Background: an optimization exercise with open tools, aiming at small area, a short achievable clock period and few clock cycles. Do not read the settings as production practice. Function was checked by simulation only, so behaviour that the tests miss may differ from the original. Power figures rest on the tool's default switching activity, not on a simulated workload.

File: flow/config.mk
export PLATFORM = sky130hd
export DESIGN_NAME = pmask_rast
export DESIGN_NICKNAME = pmask_rast
export VERILOG_FILES = /design/flow/design.v
export SDC_FILE = /design/flow/constraint.sdc
export NUM_CORES = 4
export LEC_CHECK = 0
export CAP_MARGIN = 20
export CORE_MARGIN = 2
export CORE_UTILIZATION = 40
export SLEW_MARGIN = 20
File: flow/constraint.sdc
create_clock -name core_clock -period 10.0 [get_ports {clk}]
set_input_delay 2.0000 -clock core_clock [delete_from_list [all_inputs] [get_ports {clk}]]
set_output_delay 2.0000 -clock core_clock [all_outputs]
set_load 0.01 [all_outputs]
File: flow/design.v
module pmask_rast (
    input  wire        clk,
    input  wire        rst,
    input  wire        reg_en,
    input  wire        reg_we,
    input  wire [1:0]  reg_size,
    input  wire [11:0] reg_addr,
    input  wire [31:0] reg_wdata,
    output reg  [31:0] reg_rdata,
    output reg         reg_err,
    input  wire        mem_en,
    input  wire        mem_we,
    input  wire [1:0]  mem_size,
    input  wire [31:0] mem_addr,
    input  wire [31:0] mem_wdata,
    output reg  [31:0] mem_rdata,
    output reg         mem_err
);
    localparam OP_RASTERIZE = 4'd1;
    localparam OP_CLEAR     = 4'd2;
    localparam OP_DRAW_RECT = 4'd3;
    localparam ERR_NONE     = 2'd0;
    localparam ERR_SIZE     = 2'd1;
    localparam ERR_RECT     = 2'd2;
    localparam ERR_ILLEGAL  = 2'd3;
    function [11:0] lanepos;
        input signed [10:0] o;
        input [8:0] p;
        reg signed [3:0] dr;
        reg signed [10:0] c;
        begin
            if (p[8:2] != 7'd0) begin
                if (o < 0) begin
                    dr = -4'sd1; c = o + $signed({2'b00, p});
                end else if (o >= $signed({2'b00, p})) begin
                    dr = 4'sd1; c = o - $signed({2'b00, p});
                end else begin
                    dr = 4'sd0; c = o;
                end
            end else if (p[1:0] == 2'd1) begin
                dr = o[3:0]; c = 11'sd0;
            end else if (p[1:0] == 2'd2) begin
                dr = $signed(o[3:0]) >>> 1; c = {10'd0, o[0]};
            end else begin
                case (o[3:0])
                    4'hD: begin dr = -4'sd1; c = 11'sd0; end    
                    4'hE: begin dr = -4'sd1; c = 11'sd1; end    
                    4'hF: begin dr = -4'sd1; c = 11'sd2; end    
                    4'h0: begin dr = 4'sd0;  c = 11'sd0; end
                    4'h1: begin dr = 4'sd0;  c = 11'sd1; end
                    4'h2: begin dr = 4'sd0;  c = 11'sd2; end
                    4'h3: begin dr = 4'sd1;  c = 11'sd0; end
                    4'h4: begin dr = 4'sd1;  c = 11'sd1; end
                    4'h5: begin dr = 4'sd1;  c = 11'sd2; end
                    default: begin dr = 4'sd2; c = 11'sd0; end   
                endcase
            end
            lanepos = {dr, c[7:0]};
        end
    endfunction
    reg [15:0] canvas_w, canvas_h, rect_x, rect_y, rect_w, rect_h;
    reg        busy, done, ovr;
    reg [1:0]  err;
    reg [2047:0] m;
    wire        reg_ok    = (reg_size == 2'd2) && (reg_addr[1:0] == 2'b00);
    wire [9:0]  reg_idx   = reg_addr[11:2];
    wire        reg_wr    = reg_en && reg_we && reg_ok;
    wire        cmd_wr    = reg_wr && (reg_idx == 10'd0);
    wire        status_wr = reg_wr && (reg_idx == 10'd1);
    wire        opnd_wr   = reg_wr && (reg_idx[9:3] == 7'd0) &&
                            (reg_idx[2:0] >= 3'd2) && (reg_idx[2:0] <= 3'd6);
    wire [16:0] cw_plus7  = {1'b0, canvas_w} + 17'd7;
    wire [13:0] cur_pitch = cw_plus7[16:3];
    wire [31:0] status_val = {24'd0, 2'b00, err, 1'b0, ovr, done, busy};
    reg [31:0] reg_read_val;
    always @(*) begin
        case (reg_idx)
            10'd1:   reg_read_val = status_val;
            10'd2:   reg_read_val = {16'd0, canvas_w};
            10'd3:   reg_read_val = {16'd0, canvas_h};
            10'd4:   reg_read_val = {16'd0, rect_x};
            10'd5:   reg_read_val = {16'd0, rect_y};
            10'd6:   reg_read_val = {16'd0, rect_w};
            10'd7:   reg_read_val = {16'd0, rect_h};
            10'd8:   reg_read_val = {18'd0, cur_pitch};
            10'd9:   reg_read_val = 32'd256;
            default: reg_read_val = 32'd0;
        endcase
    end
    wire [3:0]  cmd_op   = reg_wdata[3:0];
    wire        op_legal = (cmd_op == OP_RASTERIZE) || (cmd_op == OP_CLEAR) ||
                           (cmd_op == OP_DRAW_RECT);
    wire        op_draws = cmd_op[0];
    wire        p_big    = cur_pitch > 14'd256;
    wire        h_big    = canvas_h > 16'd256;
    wire [17:0] small_prod = cur_pitch[8:0] * canvas_h[8:0];
    wire        too_big  = (cur_pitch != 14'd0) && (canvas_h != 16'd0) &&
                           (p_big || h_big || (small_prod > 18'd256));
    wire [16:0] bottom   = {1'b0, rect_y} + {1'b0, rect_h};
    wire signed [17:0] right_x = {{2{rect_x[15]}}, rect_x} + $signed({2'b00, rect_w});
    wire signed [17:0] left_x  = rect_x[15] ? 18'sd0 : $signed({2'b00, rect_x});
    wire        rect_bad = (rect_h == 16'd0) || (bottom > {1'b0, canvas_h}) ||
                           (right_x > $signed({2'b00, canvas_w}));
    reg [1:0] issue_err;
    always @(*) begin
        if (!op_legal)
            issue_err = ERR_ILLEGAL;
        else if (too_big)
            issue_err = ERR_SIZE;
        else if (op_draws && rect_bad)
            issue_err = ERR_RECT;
        else
            issue_err = ERR_NONE;
    end
    wire issue  = cmd_wr && !busy;
    wire accept = issue && (issue_err == ERR_NONE);
    reg        drawing;
    reg        fresh;
    reg [8:0]  p_q;        
    reg [8:0]  tot_q;      
    reg [7:0]  lb_q;       
    reg [7:0]  le_q;       
    reg [2:0]  lob_q;      
    reg [2:0]  hib_q;      
    reg        span_q;     
    reg [8:0]  n0_q;       
    wire [17:0] right_m1 = right_x - 18'sd1;
    wire [8:0]  yp       = rect_y[8:0] * cur_pitch[8:0];
    always @(posedge clk) begin
        if (!drawing) begin
            p_q    <= cur_pitch[8:0];
            tot_q  <= small_prod[8:0];
            lb_q   <= left_x[10:3];
            le_q   <= right_m1[10:3];
            lob_q  <= left_x[2:0];
            hib_q  <= right_m1[2:0];
            span_q <= right_x > left_x;
            n0_q   <= yp + {1'b0, left_x[10:3]};
        end
    end
    reg        st_pend;    
    reg        l_clr, l_drw;
    reg [8:0]  l_h;
    wire go_now   = accept && fresh;
    wire go_late  = st_pend;
    wire go       = go_now || go_late;
    wire g_clr    = go_now ? (cmd_op != OP_DRAW_RECT) : l_clr;
    wire g_drw    = (go_now ? op_draws : l_drw) && span_q;
    wire clr_go   = go && g_clr;
    wire drw_go   = go && g_drw;
    reg [5:0]        w;       
    reg signed [9:0] rel0;    
    reg [7:0]        c0;      
    reg [8:0]        hh;      
    wire [7:0] lomask = 8'hFF << lob_q;
    wire [7:0] himask = 8'hFF >> (3'd7 - hib_q);
    reg [31:0] dmask;
    reg [3:0]  dlane;
    reg [11:0] lp;
    reg signed [9:0] rk;
    reg [7:0]  ck;
    reg [7:0]  mk;
    integer k;
    always @(*) begin
        for (k = 0; k < 4; k = k + 1) begin
            lp = lanepos($signed({3'b000, c0}) + k, p_q);
            rk = rel0 + {{6{lp[11]}}, lp[11:8]};
            ck = lp[7:0];
            if (rk >= 0 && rk < $signed({1'b0, hh}) && ck >= lb_q && ck <= le_q)
                mk = ((ck == lb_q) ? lomask : 8'hFF) & ((ck == le_q) ? himask : 8'hFF);
            else
                mk = 8'h00;
            dmask[8*k +: 8] = mk;
            dlane[k]        = mk != 8'h00;
        end
    end
    wire [11:0]        adv   = lanepos($signed({3'b000, c0}) + 11'sd4, p_q);
    wire signed [9:0]  rel1  = rel0 + {{6{adv[11]}}, adv[11:8]};
    wire [7:0]         c1    = adv[7:0];
    wire               is_past  = c1 > le_q;
    wire               is_bef = c1 < lb_q;
    wire signed [9:0]  trow  = is_past ? rel1 + 10'sd1 : rel1;
    wire [9:0]         dstep  = is_past ? ({1'b0, p_q} - {2'b00, c1} + {2'b00, lb_q}) :
                               is_bef ? ({2'b00, lb_q} - {2'b00, c1}) : 10'd0;
    wire [9:0]         nxt   = {2'b00, w, 2'b00} + 10'd4 + dstep;
    wire [7:0]         ncol  = (is_past || is_bef) ? lb_q : c1;
    wire [11:0]        jmp   = lanepos($signed({3'b000, ncol}) - $signed({9'd0, nxt[1:0]}), p_q);
    wire               fin   = trow >= $signed({1'b0, hh});
    wire [11:0]        st    = lanepos($signed({3'b000, lb_q}) - $signed({9'd0, n0_q[1:0]}), p_q);
    wire mem_ok = !busy &&
                  (((mem_size == 2'd0) && (mem_addr[31:8] == 24'd0)) ||
                   ((mem_size == 2'd2) && (mem_addr[1:0] == 2'b00) &&
                    (mem_addr[31:8] == 24'd0)));
    wire host_we = mem_en && mem_we && mem_ok;
    wire [5:0]  ra    = drawing ? w : mem_addr[7:2];
    wire [31:0] rword = m[32*ra +: 32];
    wire [31:0] wbus  = clr_go  ? 32'd0 :
                        drawing ? (rword | dmask) :
                        (mem_size == 2'd2) ? mem_wdata : {4{mem_wdata[7:0]}};
    wire [3:0]  wlane = drawing ? dlane :
                        (mem_size == 2'd2) ? 4'hF : (4'h1 << mem_addr[1:0]);
    wire        wen   = drawing || host_we;
    wire [4:0] t_hi = tot_q[8:4];
    wire [3:0] t_lo = tot_q[3:0];
    genvar a;
    generate
        for (a = 0; a < 256; a = a + 1) begin : g_byte
            wire clr_b = clr_go && ((a / 16 < t_hi) || ((a / 16 == t_hi) && (a % 16 < t_lo)));
            wire wr_b  = wen && (ra == a / 4) && wlane[a % 4];
            always @(posedge clk)
                if (clr_b || wr_b)
                    m[8*a +: 8] <= wbus[8*(a % 4) +: 8];
        end
    endgenerate
    always @(posedge clk) begin
        mem_err   <= !mem_ok;
        mem_rdata <= (mem_size == 2'd2) ? rword : {24'd0, rword[8*mem_addr[1:0] +: 8]};
    end
    always @(posedge clk) begin
        reg_err   <= !reg_ok;
        reg_rdata <= reg_read_val;
    end
    always @(posedge clk) begin
        if (rst) begin
            canvas_w <= 16'd0;
            canvas_h <= 16'd0;
            rect_x   <= 16'd0;
            rect_y   <= 16'd0;
            rect_w   <= 16'd0;
            rect_h   <= 16'd0;
            busy     <= 1'b0;
            done     <= 1'b0;
            ovr      <= 1'b0;
            err      <= ERR_NONE;
            st_pend  <= 1'b0;
            drawing  <= 1'b0;
            fresh    <= 1'b0;
        end else begin
            fresh <= !drawing && !opnd_wr;
            if (reg_wr) begin
                case (reg_idx)
                    10'd2: canvas_w <= reg_wdata[15:0];
                    10'd3: canvas_h <= reg_wdata[15:0];
                    10'd4: rect_x   <= reg_wdata[15:0];
                    10'd5: rect_y   <= reg_wdata[15:0];
                    10'd6: rect_w   <= reg_wdata[15:0];
                    10'd7: rect_h   <= reg_wdata[15:0];
                    default: ;
                endcase
            end
            if (status_wr) begin
                if (reg_wdata[1]) done <= 1'b0;
                if (reg_wdata[2]) ovr  <= 1'b0;
            end
            if (cmd_wr && busy)
                ovr <= 1'b1;
            if (issue) begin
                err   <= issue_err;
                l_clr <= cmd_op != OP_DRAW_RECT;
                l_drw <= op_draws;
                l_h   <= rect_h[8:0];
                if (accept) begin
                    busy    <= 1'b1;
                    done    <= 1'b0;
                    st_pend <= !fresh;
                end else begin
                    done    <= 1'b1;
                end
            end
            if (go) begin
                st_pend <= 1'b0;
                hh      <= go_now ? rect_h[8:0] : l_h;
                if (g_drw) begin
                    drawing <= 1'b1;
                    w       <= n0_q[7:2];
                    rel0    <= {{6{st[11]}}, st[11:8]};
                    c0      <= st[7:0];
                end else begin
                    busy <= 1'b0;
                    done <= 1'b1;
                end
            end
            if (drawing) begin
                if (fin) begin
                    drawing <= 1'b0;
                    busy    <= 1'b0;
                    done    <= 1'b1;
                end else begin
                    w    <= nxt[7:2];
                    rel0 <= trow + {{6{jmp[11]}}, jmp[11:8]};
                    c0   <= jmp[7:0];
                end
            end
        end
    end
endmodule
File: flow/run.sh
#!/bin/bash
# synth_recipe.tcl (not shown) runs the flow's synth.tcl, then flattens the netlist and writes it again
# the make line also repeats each setting of config.mk as NAME=value (left out here)
make -C /OpenROAD-flow-scripts/flow DESIGN_CONFIG=/design/flow/config.mk WORK_HOME=/design/flow/orfs CLKGATE_MAP_FILE= SYNTH_SCRIPT=/design/flow/synth_recipe.tcl finish
==> flow_summary_export.csv <==
group,metric,value,unit
outcome,status,"finished clean",
yosys,synth_ff_type,"edfxtp_1",
timing,tns,0,ns
cts,cts_sinks,2300,
global_routing,grt_pass1_wl,509,mm
setup_path,critPathMaxFanout,30,
cts,cts.clk_slew.worst_paths,0.06,ns
place,dp.final_hpwl,243,mm
setup_path,crit_type,"reg -> reg",
timing,setup_ws,0.401,ns
yosys,ys_async_sr_fraction,0,%
setup_path,slowest_stage,"o221ai_1",
drt,dr_wl_met2,166,mm
setup_path,end_kind,"flop",
cells_and_area,fin_nets,8952,
setup_path,required,10.56,ns
setup_path,cpPeakStageDelay,0.65,ns
drt,firstDrtPassIters,8,
drt,route.top_layer_used,"met5",
floorplanning,fp.dieW,532,µm
timing,timing.final.crit_share,96.0,%
global_routing,grt_overflow_total,0,
timing,skew,0.109,ns
yosys,synth-seq-area-share,60.5,%
setup_path,crit_top_cell,"nand2_1",
place,placed_cells,11800,
cells_and_area,final_util,46.4,%
cts,clk_path_buf_depth,3,
floorplanning,fp.dieArea,283000,µm²
place,port_buffers,151,
cells_and_area,stdcell_area,129000,µm²
cells_and_area,area_growth_syn_to_layout,15.3,%
drt,wl_met1,143,mm
setup_path,crit_arrival,10.16,ns
power_and_ir_drop,p_int,16500,µW
power_and_ir_drop,switching_share,23.5,%
setup_path,startpoint,"canvas_w[0]",
setup_path,r2r-end,"m[834]",
power_and_ir_drop,power.density,168,nW/µm²
global_routing,grt_pass1_vias,72300,
drt,wl_met3,26.9,mm
setup_path,reg2reg_depth,31,
timing,hold_violations,0,
drt,drtAntennaViolNets,0,
yosys,synth_area_leaders,"edfxtp_1, mux4_2, ha_1",
cells_and_area,layout.cells.non_filler,12200,
yosys,synth_seq_cells,2300,
floorplanning,num_rows,193,
power_and_ir_drop,clkPwrFrac,41.6,%
timing,fin_crit,9.60,ns
yosys,synth.avg_cell_area,14.1,µm²
timing,maxSlewHeadroom,15.7,%
drt,vias_per_cell,5.99,
place,place_ws,0.352,ns
drt,drc,0,
global_routing,grt_max_degree,111,
min_path,hold_path_startpoint,"fresh",
cts,cts_tree,"yes",
global_routing,grt_use_total,24.4,%
yosys,synth_edf_count,2141,
place,placed_area,120000,µm²
yosys,syn_inst,7904,
setup_path,r2r_setup_slack,0.40,ns
cts,root_buffer,"clkbuf_16",
yosys,synth_top_area_cell,"edfxtp_1",
power_and_ir_drop,switching_power,5060,µW
yosys,synth_cell_types,90,
timing,tightestPinTransition,1.26,ns
power_and_ir_drop,leakagePower,0.0444,µW
cts,cts_inserted_buffers,233,
run,drv_cap,0,
drt,wl,352,mm
floorplanning,start_util,40.3,%
drt,drt-initial-drc-count,8403,
cts,clock_latency,0.93,ns
cts,htreeDepth,4,
yosys,synth_area,111000,µm²
drt,vias,73200,
timing,setup_viol,0,
cells_and_area,drive_gt1_share,17.7,%
setup_path,r2r_start,"canvas_w[0]",
yosys,yosysWarnings,1,
min_path,hold_path_class,"reg -> reg",
place,place_congestion,0.996,
global_routing,antenna_found_initial,13,
floorplanning,io_pins,184,
yosys,yosysMostFrequentCell,"edfxtp_1",
power_and_ir_drop,vdd_drop_max,184,µV
setup_path,endpoint,"m[834]",
setup_path,cp-start-kind,"flop",
floorplanning,core-area,277000,µm²
timing,slew_viol_final,0,
yosys,synthDominantCellAreaShare,57.7,%
drt,wl_per_cell,28.8,µm
power_and_ir_drop,comb_power_share,9.2,%
floorplanning,die_height,532,µm
timing,fmax,104,MHz
yosys,synth_common_cells,"edfxtp_1, nand2_1, mux4_2",
power_and_ir_drop,p_seq_share,49.2,%
## metal layers
metal / vias up / GRT usage, %
met2: 3312 / 39.3
met4: 6 / 10.1
met1: 37700 / 32.8
li1: 31600 / -
met3: 683 / 4.09
met5: - / 0
## timing repair
action                     CTS  global route
gates resized for setup      0            48
setup endpoints to repair    0           803
setup buffers                0             6
hold buffers                 0             0
## logic make-up after synthesis
kind of cell               share of synthesized area (%)
AOI/OAI and AO/OA                                   10.4
xor gates and xnor gates                            1.71
adders and majority gates                           6.40
buffers and inverters                               2.78
DFF                                                 60.5
muxes                                               11.2
other                                            0.00336
and+or+nand+nor                                     7.04
## critical path, delay by kind of cell, from the launching register on
kind            cells  cell delay (ns)
mux                 1             0.60
xor+xnor            1             0.19
fa+ha+maj           5             2.27
flops               1             0.56
simple gates       12             2.54
buf+inv             6             0.92
compound gates      6             2.12
## power groups by stage
stage	combinational, µW	sequential [µW]	clock, µW
after CTS	1970	10600	9110
after global placement	1920	10800	0
final	1990	10600	8980
after floorplan	1200	10800	0
after global routing	2140	10600	9490
after detailed placement	1960	10800	0
## cell usage in the layout (no fill, tap or decap), types with 54 or more instances in the layout
master / netlist / layout
a211oi_1: 220 / 219
a21o_1: 98 / 98
a21oi_1: 504 / 488
a22oi_1: 59 / 58
a311oi_1: 68 / 68
a31oi_1: 95 / 91
and2_1: 199 / 198
buf_4: 16 / 453
clkbuf_16: 0 / 237
clkdlybuf4s50_1: 0 / 150
dfxtp_1: 159 / 158
edfxtp_1: 2141 / 2141
fa_1: 93 / 93
ha_1: 420 / 419
inv_1: 319 / 319
mux4_2: 513 / 513
nand2_1: 794 / 793
nand2b_1: 60 / 59
nand4_1: 54 / 54
nor2_1: 314 / 313
o21ai_0: 223 / 210
o21bai_1: 57 / 56
o221ai_1: 97 / 88
o22ai_1: 142 / 136
xnor2_1: 164 / 162
## worst min-delay path by stage
| stage | cells past startpoint | endpoint |
|---|---|---|
| floorplan | 1 | st_pend |
| global placement | 1 | st_pend |
| detailed placement | 1 | st_pend |
| CTS | 1 | st_pend |
| global route | 1 | st_pend |
| finish | 1 | st_pend |
## layout make-up
cell class	instances	area (µm²)
inverters	326	1220
repair buffers	646	5550
clock buffers	291	6210
multi-input cells	4814	41600
clock inverters	146	1780
well taps	3705	4640
diodes	7	17.5
fillers	24100	148000
flip-flops and latches	2300	67500
## through the flow
| stage | hold WS [ns] | total power, µW |
|---|---|---|
| finish | 0.487 | 21600 |
| detailed placement | 0.437 | 12800 |
| CTS | 0.467 | 21700 |
| global route | 0.479 | 22200 |
| floorplan | 0.412 | 12000 |
| global placement | 0.462 | 12700 |
## flip-flops by register name, indices dropped and copies added, names as in the netlist, 10 cells and up, named ones only
register and flops:
canvas_h 16, canvas_w 16, m 2048, mem_rdata 32, rect_h 16, rect_w 16
rect_x 16, rect_y 16, reg_rdata 16, rel0 10
Testbench counts, summed over its fixed seeds: cycles 31,487.

-- what the ideal ports hide --
Ports are ideal in the flow. The routed layout listed here was re-timed in OpenROAD.
Step 1 (the two cells are an assumption about what drives the block):
set clk [get_ports {clk}]
set_driving_cell -lib_cell sky130_fd_sc_hd__clkbuf_16 $clk
set_driving_cell -lib_cell sky130_fd_sc_hd__buf_2 [delete_from_list [all_inputs] $clk]
Step 2 times the ports against the registers' clock, not the clock port: input delays grow and output delays shrink by t, the midpoint of the rising clock arrivals with the driver on.
Three values: no drivers, after step 1, after step 2; two values: the first two.
t, ns: 0.970
setup slack, ns: 0.401 / 0.401 / 0.401
worst setup path after step 2: register to register
cell pins on the clock port's net: 1
After both steps this run still meets setup and hold. The setup slack of this run moves by 0.000 ns with the drivers and by 0.000 ns with both steps.
